Source: an optimization exercise on an open RTL-to-GDS flow (aim: small area, a short achievable clock period and few clock cycles). Production flows keep margins and buffers that such runs may drop. No activity file was given, so power comes from the tool's default toggle rates.

==> flow/design.v (excerpt) <==
module pcm_cfgderive (
    input  wire        clk,
    input  wire        rst,           
    input  wire        start,
    output wire        ready,
    input  wire [7:0]  cfg,           
    input  wire [31:0] rate,
    input  wire [31:0] chunk,
    output reg         done,
    output wire [3:0]  result,        
    output wire [31:0] desc,          
    output wire [31:0] period,        
    output wire [31:0] chunk_eff      
);
    localparam [21:0] C2M = 22'd2000000;
    reg         run;         
    reg  [19:0] r_rate;
    reg  [19:0] rem;
    reg  [20:0] qm;          
    reg  [1:0]  dd;          
    reg  [2:0]  r_res;
    reg         d_w8, d_w16, d_sgn, d_ord;
    reg  [12:0] r_ce;
    assign ready = !run;
    wire accept = start && !run;
    wire       w8     = (cfg[4:0] == 5'd8);
    wire       w16    = (cfg[4:0] == 5'd16);
    wire       bad_w  = !(w8 || w16);
    wire       bad_s  = (cfg[6:5] == 2'd3);
    wire       bad_r  = (rate == 32'd0);
    wire       bad_c  = (|chunk[31:13]) || (chunk[12] && (|chunk[11:0]));
    wire       ok     = !(bad_w || bad_s || bad_r || bad_c);
    wire       big    = |rate[31:20];     
    wire [2:0] res_in = bad_w ? 3'd1 : bad_s ? 3'd2 : bad_r ? 3'd3 : bad_c ? 3'd4 : 3'd0;
    wire       sgn    = cfg[6] ? 1'b1 : cfg[5] ? 1'b0 : w16;
    wire        c_small = ~|chunk[12:7];
    wire [11:0] c_half  = chunk[12:1] + {11'd0, chunk[0]};
    wire [12:0] c_up    = w16 ? {c_half, 1'b0} : chunk[12:0];
    wire [12:0] ce_in   = !ok ? 13'd0 : c_small ? 13'd128 : c_up;
    reg  [20:0] mark0;
    reg  [19:0] rem0;
    reg  [1:0]  dd0;
    integer i;
    always @* begin
        mark0 = 21'd0;
        rem0  = 20'd0;
        dd0   = 2'd0;
        for (i = 0; i < 20; i = i + 1) begin
            if (rate[i] && !(|(rate[19:0] >> (i + 1)))) begin
                mark0[i + (i & 1)] = 1'b1;
                rem0 = rem0 | (C2M >> (22 - (i + (i & 1))));
                dd0  = dd0 | {C2M[21 - (i + (i & 1))], C2M[20 - (i + (i & 1))]};
            end
        end
    end
    reg  [1:0]  dd_nx;
    reg         above;
    always @* begin
        dd_nx = 2'd0;
        above = 1'b0;
  ...
For scale: about 8300 sq um of cells after synthesis.
==> module pcm_cfgderive, before the edit <==
module pcm_cfgderive (
    input  wire        clk,
    input  wire        rst,           
    input  wire        start,
    output wire        ready,
    input  wire [7:0]  cfg,           
    input  wire [31:0] rate,
    input  wire [31:0] chunk,
    output reg         done,
    output wire [3:0]  result,        
    output wire [31:0] desc,          
    output wire [31:0] period,        
    output wire [31:0] chunk_eff      
);
    localparam [21:0] C2M = 22'd2000000;
    reg         run;         
    reg  [19:0] r_rate;
    reg  [19:0] rem;
    reg  [20:0] qm;          
    reg  [1:0]  dd;          
    reg  [2:0]  r_res;
    reg         d_w8, d_w16, d_sgn, d_ord;
    reg  [12:0] r_ce;
    assign ready = !run;
    wire accept = start && !run;
    wire       w8     = (cfg[4:0] == 5'd8);
    wire       w16    = (cfg[4:0] == 5'd16);
    wire       bad_w  = !(w8 || w16);
    wire       bad_s  = (cfg[6:5] == 2'd3);
    wire       bad_r  = (rate == 32'd0);
    wire       bad_c  = (|chunk[31:13]) || (chunk[12] && (|chunk[11:0]));
    wire       ok     = !(bad_w || bad_s || bad_r || bad_c);
    wire       big    = |rate[31:20];     
    wire [2:0] res_in = bad_w ? 3'd1 : bad_s ? 3'd2 : bad_r ? 3'd3 : bad_c ? 3'd4 : 3'd0;
    wire       sgn    = cfg[6] ? 1'b1 : cfg[5] ? 1'b0 : w16;
    wire        c_small = ~|chunk[12:7];
    wire [11:0] c_half  = chunk[12:1] + {11'd0, chunk[0]};
    wire [12:0] c_up    = w16 ? {c_half, 1'b0} : chunk[12:0];
    wire [12:0] ce_in   = !ok ? 13'd0 : c_small ? 13'd128 : c_up;
    reg  [20:0] mark0;
    reg  [19:0] rem0;
    reg  [1:0]  dd0;
    integer i;
    always @* begin
        mark0 = 21'd0;
        rem0  = 20'd0;
        dd0   = 2'd0;
        for (i = 0; i < 20; i = i + 1) begin
            if (rate[i] && !(|(rate[19:0] >> (i + 1)))) begin
                mark0[i + (i & 1)] = 1'b1;
                rem0 = rem0 | (C2M >> (22 - (i + (i & 1))));
                dd0  = dd0 | {C2M[21 - (i + (i & 1))], C2M[20 - (i + (i & 1))]};
            end
        end
    end
    reg  [1:0]  dd_nx;
    reg         above;
    always @* begin
        dd_nx = 2'd0;
        above = 1'b0;
        for (i = 20; i >= 0; i = i - 1) begin
            if (qm[i] && !above && (i % 2 == 0) && i <= 18)
                dd_nx = {C2M[19 - i], C2M[18 - i]};
            above = above | qm[i];
        end
    end
    wire [22:0] x   = {3'b000, rem, dd};
    wire [22:0] r1  = {3'b000, r_rate};
    wire [22:0] r2  = {2'b00, r_rate, 1'b0};
    wire [22:0] sub1 = x - r1;
    wire [22:0] sub2 = x - r2;
    wire [22:0] cs_s = x ^ ~r1 ^ ~r2;
    wire [22:0] cs_c = (x & ~r1) | (x & ~r2) | (~r1 & ~r2);
    wire [22:0] sub3 = cs_s + {cs_c[21:0], 1'b0} + 23'd2;
    wire        ge1 = !sub1[22];
    wire        ge2 = !sub2[22];
    wire        ge3 = !sub3[22];
    wire        qb1 = ge2;
    wire        qb2 = ge3 | (ge1 & !ge2);
    wire [19:0] rem2 = ge3 ? sub3[19:0] : ge2 ? sub2[19:0] : ge1 ? sub1[19:0] : x[19:0];
    always @(posedge clk) begin
        if (run) begin
            rem <= rem2;
            qm  <= {qm[18:0], qb1, qb2};
            dd  <= dd_nx;
        end else begin
            r_rate <= rate[19:0];
            rem    <= rem0;
            qm     <= !ok ? 21'd0 : big ? 21'd2 : mark0;
            dd     <= dd0;
            r_res  <= res_in;
            d_w8   <= ok && w8;
            d_w16  <= ok && w16;
            d_sgn  <= ok && sgn;
            d_ord  <= ok && cfg[7];
            r_ce   <= ce_in;
        end
    end
    always @(posedge clk) begin
        if (rst) begin
            run  <= 1'b0;
            done <= 1'b0;
        end else if (run) begin
            run  <= !qm[20];
            done <= qm[20];
        end else begin
            run  <= accept && ok && !big;
            done <= accept && !(ok && !big);
        end
    end
    wire d_ok = d_w8 | d_w16;
    assign result    = {1'b0, r_res};
    assign desc      = {7'd0, d_w8, 7'd0, d_ok, 12'd0, d_ord, d_sgn, d_w16, d_w8};
    assign period    = {12'd0, qm[20:1] + {19'd0, qm[0] && (|rem)}};
    assign chunk_eff = {19'd0, r_ce};
endmodule
export LEC_CHECK = 0
export ABC_CLOCK_PERIOD_IN_PS = 4000
export CAP_MARGIN = 20
export CORE_MARGIN = 2
export CORE_UTILIZATION = 40
export SLEW_MARGIN = 20
create_clock -name core_clock -period 10.0 [get_ports {clk}]
standard.sh (not shown) runs the stock make flow with config.mk's settings and CLKGATE_MAP_FILE= SYNTH_SCRIPT=/design/flow/synth_recipe.tcl, a recipe that flattens the netlist after the stock synthesis.
==> flow/flow/run.sh <==
#!/bin/bash
# Layout flow: the standard ORFS flow (standard.sh), with
#  - port buffers of a small cell instead of the resizer's default pick,
#  - a clock tree of smaller buffers without dummy loads,
#  - repair_timing aiming at a setup margin below the clock period.
# Each make run's full output goes to a log file in this folder.
set -uo pipefail
MARGIN=${MARGIN:-6}
export BUFFER_PORTS_ARGS="-buffer_cell sky130_fd_sc_hd__buf_2"
export CTS_ARGS="-sink_clustering_enable -repair_clock_nets -buf_list {sky130_fd_sc_hd__clkbuf_4 sky130_fd_sc_hd__clkbuf_8} -dont_use_dummy_load"
bash standard.sh SETUP_SLACK_MARGIN=$MARGIN finish > standard.log 2>&1
==> next run, changes <==
--- a/flow/design.v
+++ b/flow/design.v
@@ -65,18 +65,12 @@
         end
     end
-    wire [22:0] x   = {3'b000, rem, dd};
-    wire [22:0] r1  = {3'b000, r_rate};
-    wire [22:0] r2  = {2'b00, r_rate, 1'b0};
-    wire [22:0] sub1 = x - r1;
-    wire [22:0] sub2 = x - r2;
-    wire [22:0] cs_s = x ^ ~r1 ^ ~r2;
-    wire [22:0] cs_c = (x & ~r1) | (x & ~r2) | (~r1 & ~r2);
-    wire [22:0] sub3 = cs_s + {cs_c[21:0], 1'b0} + 23'd2;
-    wire        ge1 = !sub1[22];
-    wire        ge2 = !sub2[22];
-    wire        ge3 = !sub3[22];
-    wire        qb1 = ge2;
-    wire        qb2 = ge3 | (ge1 & !ge2);
-    wire [19:0] rem2 = ge3 ? sub3[19:0] : ge2 ? sub2[19:0] : ge1 ? sub1[19:0] : x[19:0];
+    wire [20:0] sh1  = {rem, dd[1]};
+    wire [21:0] sub1 = {1'b0, sh1} - {2'b00, r_rate};
+    wire        qb1  = !sub1[21];
+    wire [19:0] rem1 = qb1 ? sub1[19:0] : sh1[19:0];
+    wire [20:0] sh2  = {rem1, dd[0]};
+    wire [21:0] sub2 = {1'b0, sh2} - {2'b00, r_rate};
+    wire        qb2  = !sub2[21];
+    wire [19:0] rem2 = qb2 ? sub2[19:0] : sh2[19:0];
     always @(posedge clk) begin
         if (run) begin
Outcome: The new run finished clean. Global-route usage fell by 0.38 points. Sequential power barely changes. Clock-buffer cell count is unchanged. Worst setup slack got worse by 0.32 ns. Critical path depth rose by 9. Final area fell by 11%.
No functional check of the RTL was part of any run of this note.

## port drivers added, routing unchanged
Ports are ideal in the flow. The routed layouts listed here were re-timed in OpenROAD.
Step 1: set_driving_cell puts a clkbuf_16 on clk and a buf_2 on each other input, an assumption about the parent block.
Step 2 adds t to the input delays and takes it off the output delays; t is the mean of the earliest and latest rising clock arrival at the registers after step 1. Input paths then give back, and output paths get back, about the clock's delay inside the block.
Slacks: ideal / step 1 / step 2; pairs: ideal / step 1.
run | t, ns | setup slack, ns | pins driven straight from the clock port
the first run | 0.392 | 5.584 / 5.546 / 5.823 | 1
the second run | 0.374 | 5.260 / 5.260 / 5.260 | 1
After both steps every run listed still meets setup and hold.
